Source: an optimization exercise on an open RTL-to-GDS flow (aim: small area). Production flows keep margins and buffers that such runs may drop. At most, simulation tests tie the RTL to the original design; equivalence was not proved. Power is estimated from default activity; no workload was simulated.

// ps2_serial_core
module ps2_serial_core (
    input  wire        clk,
    input  wire        rst,           
    input  wire [1:0]  mode,          
    input  wire        two_stop,      
    input  wire        ps2_valid,
    input  wire        ps2_data,
    input  wire        bt_clk_en,
    input  wire        cmd_valid,
    input  wire [4:0]  cmd_op,
    input  wire [26:0] cmd_arg,
    output wire        cmd_ready,
    output reg         rsp_valid,
    output reg  [3:0]  rsp_code,
    output reg  [7:0]  rsp_data,
    output wire        txd,
    output reg  [15:0] rx_ovf,
    output reg  [15:0] tx_ovf
);
    localparam OP_RX_START    = 5'h02;
    localparam OP_RX_STOP     = 5'h03;
    localparam OP_RX_POLL     = 5'h04;
    localparam OP_RX_READ     = 5'h05;
    localparam OP_TX_INIT     = 5'h08;
    localparam OP_TX_TEARDOWN = 5'h09;
    localparam OP_TX_ENQUEUE  = 5'h0A;
    localparam OP_ENC_REPORT  = 5'h10;
    localparam OP_ENC_SEND    = 5'h11;
    localparam OP_ENC_RESET   = 5'h12;
    localparam R_OK         = 4'h0;
    localparam R_BYTE       = 4'h1;
    localparam R_EMPTY      = 4'h2;
    localparam R_TIMEOUT    = 4'h3;
    localparam R_DROPPED    = 4'h4;
    localparam R_NOTDUE     = 4'h6;
    localparam R_SUPPRESSED = 4'h7;
    localparam R_SENT       = 4'h8;
    localparam R_FAULT      = 4'h9;
    localparam R_REFUSED    = 4'hA;
    localparam MODE_TWO   = 2'd0;
    localparam MODE_WHEEL = 2'd2;
    function [15:0] satadd;
        input [15:0] a;
        input [7:0]  b;
        reg   [15:0] s;
        reg   [16:0] c;
        reg          bi;
        integer k;
        begin
            c[0] = 1'b0;
            for (k = 0; k < 16; k = k + 1) begin
                bi = (k < 8) ? b[k] : b[7];
                s[k]   = a[k] ^ bi ^ c[k];
                c[k+1] = (a[k] & bi) | (a[k] & c[k]) | (bi & c[k]);
            end
            if (!a[15] && !b[7] && s[15])
                satadd = 16'h7FFF;
            else if (a[15] && b[7] && (!s[15] || s[14:0] == 15'd0))
                satadd = 16'h8001;
            else
                satadd = s;
        end
    endfunction
  ...
For scale: roughly 1600 cells after synthesis, about 88 I/O pins, roughly 20000 sq um of cells after synthesis.
clock: 10.0 ns
lec_check: 0
cap_margin: 20
core_margin: 2
core_utilization: 60
cts_buf_list: sky130_fd_sc_hd__clkbuf_16
cts_cluster_diameter: 80
cts_cluster_size: 30
place_density: 0.7
slew_margin: 20
run.sh (not shown) runs the stock make flow with config.mk's settings and CLKGATE_MAP_FILE= SYNTH_SCRIPT=/design/flow/synth_recipe.tcl, a recipe that flattens the netlist after the stock synthesis.
Change:
--- a/flow/design.v
+++ b/flow/design.v
@@ -93,19 +93,19 @@
     reg        tx_armed;
     reg [15:0] bt_compare;
     reg [15:0] bt_left;       
     reg [9:0]  tx_sr;         
     reg signed [15:0] acc_dx;
     reg signed [15:0] acc_dy;
     reg signed [15:0] acc_wheel;
     reg [2:0]  cur_buttons;
     reg [2:0]  last_buttons;
-    reg [5:0]  due_left;      
+    reg [5:0]  due_lfsr;      
     reg        send_busy;
     reg        read_busy;
     reg [15:0] left;          
     reg [4:0]  rx_p;          
     reg [7:0]  rx_mem [0:15];
     reg [4:0]  tx_p;          
     reg [6:0]  tx_mem [0:15];
     wire busy = send_busy | read_busy;
     assign cmd_ready = !busy;
@@ -151,29 +151,30 @@
             if (!tx_idle)
                 tx_sr <= {1'b0, tx_sr[9:1]};
             else if (!tx_empty)
                 tx_sr <= {two_stop, 1'b1, tx_rd, 1'b0};
         end
     end
     assign txd = tx_sr[0];
     wire       two_btn  = (mode == MODE_TWO);
     wire       wheel    = (mode == MODE_WHEEL);
-    wire [5:0] period   = two_btn ? (two_stop ? 6'd30 : 6'd27)
-                                  : (two_stop ? 6'd40 : 6'd36);
-    wire       due      = (due_left == 6'd0) || (due_left == 6'd1 && tick);
+    wire [5:0] due_seed = two_btn ? (two_stop ? 6'b001110 : 6'b110010)
+                                  : (two_stop ? 6'b100111 : 6'b111010);
+    wire       due_end  = (due_lfsr == 6'b111111);
+    wire       due      = due_end || (due_lfsr == 6'b011111 && tick);
     wire       moving   = (acc_dx != 0) || (acc_dy != 0) || (wheel && acc_wheel != 0);
     wire       send_go  = is_op_send && due && (moving || cur_buttons != last_buttons);
     wire       send_end = send_busy && last_step;
     always @(posedge clk) begin
         if (rst || send_go || is_op_enc_reset)
-            due_left <= period;
-        else if (tick && due_left != 6'd0)
-            due_left <= due_left - 1'b1;
+            due_lfsr <= due_seed;
+        else if (tick && !due_end)
+            due_lfsr <= {due_lfsr[4:0], due_lfsr[5] ^ due_lfsr[4]};
     end
     always @(posedge clk) begin
         if (rst || is_op_enc_reset) begin
             acc_dx       <= 16'sd0;
             acc_dy       <= 16'sd0;
             acc_wheel    <= 16'sd0;
             cur_buttons  <= 3'b000;
             last_buttons <= 3'b000;
         end else if (is_op_report) begin
The changed run completed with no timing, DRC or antenna violations; critical path depth shrinks by 1; cell area shrinks by 3.0%; first-iteration DRC count decreases by 4.9%; core utilization drops by 0.18 points; routed wire length is lower by 5.3%; sequential share of layout area rose by 1.6 points; power drops by 4.1%; setup slack gets worse by 0.0089 ns; fmax barely changes; non-clock buffer count goes down by 4; global-route usage went down by 0.58 points; count of clock-buffer cells in the layout goes down by 1; die area shrinks by 2.6%.
The RTL of the first run of this note was laid out without a check of its function.

* * *

## run D
ps2_serial_core, a different RTL version from the one above (not shown whole).
Size in the first run: ~1400 cells after synthesis, about 0.018 mm^2 of cells after synthesis.
// ps2_serial_core
module ps2_serial_core (
    input  wire        clk,
    input  wire        rst,           
    input  wire [1:0]  mode,          
    input  wire        two_stop,      
    input  wire        ps2_valid,
    input  wire        ps2_data,
    input  wire        bt_clk_en,
    input  wire        cmd_valid,
    input  wire [4:0]  cmd_op,
    input  wire [26:0] cmd_arg,
    output wire        cmd_ready,
    output reg         rsp_valid,
    output reg  [3:0]  rsp_code,
    output reg  [7:0]  rsp_data,
    output wire        txd,
    output reg  [15:0] rx_ovf,
    output reg  [15:0] tx_ovf
);
Settings: LEC_CHECK=0, CAP_MARGIN=20, CORE_MARGIN=2, CORE_UTILIZATION=70, PLACE_DENSITY=0.8, SLEW_MARGIN=20; clock period 10.0 ns.
standard.sh (not shown) runs the stock make flow with config.mk's settings and CLKGATE_MAP_FILE= SYNTH_SCRIPT=/design/flow/synth_recipe.tcl, a recipe that flattens the netlist after the stock synthesis.
==> flow/flow/run.sh <==
#!/bin/bash
# Standard ORFS layout (the standard.sh: its synthesis script, floorplan,
# power grid, placement and routing) with these choices changed:
#   - synthesis: synth_recipe.tcl, but abc maps the logic with flow/area.abc,
#     an area-recovery script (registers are mapped before abc, unchanged)
#   - CTS: small clock buffers in sink clusters of up to 10, no dummy loads
#   - port buffers: the smallest buffer cell
# Each step's full tool output is in orfs/logs/sky130hd/ps2_serial_core/base/*.log and
# is copied next to this flow's own make log (make_finish.log) when done.
set -uo pipefail
export FLOW_WORK_DIR="$PWD"
export AREA_ABC_SCRIPT="$PWD/flow/area.abc"
bash standard.sh \
  "SYNTH_SCRIPT=$PWD/flow/area_synth.tcl" \
  "CTS_ARGS=-sink_clustering_enable -repair_clock_nets -dont_use_dummy_load -buf_list sky130_fd_sc_hd__clkbuf_4 -sink_clustering_size 10 -sink_clustering_max_diameter 40" \
  "BUFFER_PORTS_ARGS=-buffer_cell sky130_fd_sc_hd__buf_1" \
  finish > make_finish.log 2>&1
status=$?
for f in orfs/logs/sky130hd/ps2_serial_core/base/*.log; do
  [[ -f "$f" ]] && cp "$f" "log_$(basename "$f")"
done
exit $status
==> flow/flow/area.abc <==
&get -n
&st
&dch -f
&nf -R 1000
&put
mfs2
strash
&get -n
&dch -f
&nf -R 1000
&put
mfs2
strash
&get -n
&dch -f
&nf -R 1000
&put
==> flow/flow/area_synth.tcl <==
# The standard synthesis script (synth_recipe.tcl, sourced unchanged),
# with one difference: the combinational mapping call to abc uses the
# area-recovery script flow/area.abc instead of ORFS's abc_speed.script.
# Flip-flop mapping (dfflibmap) happens before abc and is not affected, so
# the registers, their names and cell types are those of the standard run.
proc abc {args} {
  set i [lsearch -exact $args -script]
  if {$i >= 0} {
    lset args [expr {$i + 1}] $::env(AREA_ABC_SCRIPT)
    puts "area_synth.tcl: abc with script $::env(AREA_ABC_SCRIPT)"
  }
  yosys abc {*}$args
}
source $::env(FLOW_WORK_DIR)/synth_recipe.tcl
## Diff of input files: run A against run D
-- flow/design.v --
<<< run D, line 129
    reg        send_busy;
    reg        read_busy;
    reg [3:0]  left_hi;
    reg [4:0]  rx_p;          
    reg [7:0]  rx_mem [0:15];
>>> run A, line 129
    reg        send_busy;
    reg        read_busy;
    reg [15:0] left;          
    reg [4:0]  rx_p;          
    reg [7:0]  rx_mem [0:15];
<<< run D, line 149
    wire rx_start_ok = is_op_rx_start && !rx_armed;
    wire tx_init_ok  = is_op_tx_init  && !tx_armed;
    wire [15:0] left     = {left_hi, rsp_code, rsp_data};
    wire [16:0] left_dec = dec16(left, busy);
    wire        last_low = (left[11:0] == 12'd1);
    wire        read_last = last_low && (left_hi == 4'd0);
    wire        send_last = last_low;
    wire bt_step  = tx_armed && bt_clk_en;
    wire [16:0] bt_dec = dec16(bt_left, bt_step);
>>> run A, line 149
    wire rx_start_ok = is_op_rx_start && !rx_armed;
    wire tx_init_ok  = is_op_tx_init  && !tx_armed;
    wire [16:0] left_dec = dec16(left, busy);
    wire last_step = (left == 16'd1);
    wire bt_step  = tx_armed && bt_clk_en;
    wire [16:0] bt_dec = dec16(bt_left, bt_step);
<<< run D, line 197
    wire       moving   = (acc_dx != 0) || (acc_ndy != 0) || (wheel && acc_wheel != 0);
    wire       send_go  = is_op_send && due && (moving || cur_buttons != last_buttons);
    wire       send_end = send_busy && send_last;
    always @(posedge clk) begin
        if (rst || send_go || is_op_enc_reset)
>>> run A, line 194
    wire       moving   = (acc_dx != 0) || (acc_ndy != 0) || (wheel && acc_wheel != 0);
    wire       send_go  = is_op_send && due && (moving || cur_buttons != last_buttons);
    wire       send_end = send_busy && last_step;
    always @(posedge clk) begin
        if (rst || send_go || is_op_enc_reset)
<<< run D, line 246
    reg [6:0] pkt_byte;
    always @(*) begin
        case ({two_btn, rsp_data[1:0]})
            3'b000:  pkt_byte = b0;
            3'b011:  pkt_byte = b1;
>>> run A, line 243
    reg [6:0] pkt_byte;
    always @(*) begin
        case ({two_btn, left[1:0]})
            3'b000:  pkt_byte = b0;
            3'b011:  pkt_byte = b1;
<<< run D, line 344
            rx_ovf <= rx_ovf_inc[15:0];
    end
    wire rsp_now = send_end || (read_busy && (!rx_empty || read_last)) ||
                   (accept && !((is_op_rx_read && rx_empty && cmd_arg[15:0] != 16'd0) ||
                                send_go));
>>> run A, line 341
            rx_ovf <= rx_ovf_inc[15:0];
    end
    wire rsp_now = send_end || (read_busy && (!rx_empty || last_step)) ||
                   (accept && !((is_op_rx_read && rx_empty && cmd_arg[15:0] != 16'd0) ||
                                send_go));
<<< run D, line 355
            rsp_valid <= rsp_now;
            if (send_busy) begin
                if (send_last)
                    send_busy <= 1'b0;
            end else if (read_busy) begin
                if (!rx_empty || read_last)
                    read_busy <= 1'b0;
            end else begin
>>> run A, line 352
            rsp_valid <= rsp_now;
            if (send_busy) begin
                if (last_step)
                    send_busy <= 1'b0;
            end else if (read_busy) begin
                if (!rx_empty || last_step)
                    read_busy <= 1'b0;
            end else begin
<<< run D, line 368
        end
    end
    wire [2:0] sent_k = left_hi[2:0] + tx_push_ok;
    always @(posedge clk) begin
        if (send_busy) begin
            left_hi[2:0] <= sent_k;
            if (send_last) begin
                rsp_code <= R_SENT;
                rsp_data <= {5'd0, sent_k};
            end else begin
                {rsp_code, rsp_data} <= left_dec[11:0];
            end
        end else if (read_busy) begin
            if (!rx_empty) begin
                rsp_code <= R_BYTE;
                rsp_data <= rx_rd;
            end else if (read_last) begin
                rsp_code <= R_TIMEOUT;
                rsp_data <= 8'd0;
            end else begin
                {left_hi, rsp_code, rsp_data} <= left_dec[15:0];
            end
        end else if (is_op_rx_read && rx_empty && cmd_arg[15:0] != 16'd0) begin
            {left_hi, rsp_code, rsp_data} <= cmd_arg[15:0];
        end else if (send_go) begin
            left_hi  <= 4'd0;
            rsp_code <= 4'd0;
            rsp_data <= two_btn ? 8'd3 : 8'd4;
        end else begin
            rsp_data <= 8'd0;
>>> run A, line 365
        end
    end
    always @(posedge clk) begin
        if (is_op_rx_read)
            left <= cmd_arg[15:0];
        else if (is_op_send)
            left <= two_btn ? 16'd3 : 16'd4;
        else
            left <= left_dec[15:0];
    end
    always @(posedge clk) begin
        if (send_busy) begin
            rsp_data[2:0] <= rsp_data[2:0] + tx_push_ok;
            rsp_code      <= R_SENT;
        end else if (read_busy) begin
            rsp_code <= rx_empty ? R_TIMEOUT : R_BYTE;
            rsp_data <= rx_empty ? 8'd0 : rx_rd;
        end else begin
            rsp_data <= 8'd0;
[summary]
Run D → run A: final cell count ~0 delta, post-route fraction of the period consumed by the critical path increased 1.9 points.
Post-route cell area delta for run A relative to run D: 1.1% higher
Run D reports its termination of the worst setup path as acc_ndy[7]$_SDFF_PP0_ while run A reports acc_ndy[3]$_SDFF_PP0_.
NOTE die area run D->run A increased slightly
Global-route wire length before repair: run A and run D compared, higher one is run D
When run A is measured against run D, its worst setup slack turns out 0.19 ns lower.

-- re-timing with driven ports --
No port has a modelled driver above. Below, the same layouts with a new extraction and two added sets of constraints. Step 1: set_driving_cell puts a clkbuf_16 on clk and a buf_2 on each other input, an assumption about the parent block. Step 2 moves the port delays by t, midway between the first and last clock arrival at a register: inputs arrive t later, outputs are due t later. That takes back most of the time a late clock gives input paths. Slacks: no drivers / after step 1 / after step 2; pairs: no drivers / after step 1.
run | shift t [ns] | setup WS [ns] | worst data-port slew with drivers (ns)
the first run of note 1 | 0.611 | 1.090 / 1.123 / 0.512 | 0.09
the second run of note 1 | 0.592 | 1.081 / 1.101 / 0.509 | 0.09
run D | 0.724 | 0.431 / 0.455 / -0.269 | 0.04
run A | 0.696 | 0.242 / 0.265 / -0.431 | 0.07
With both steps, setup timing fails in run D and run A, where it was met with ideal ports. The setup slack of run D, which loses most, moves by +0.024 ns with the drivers and by -0.700 ns with both steps.
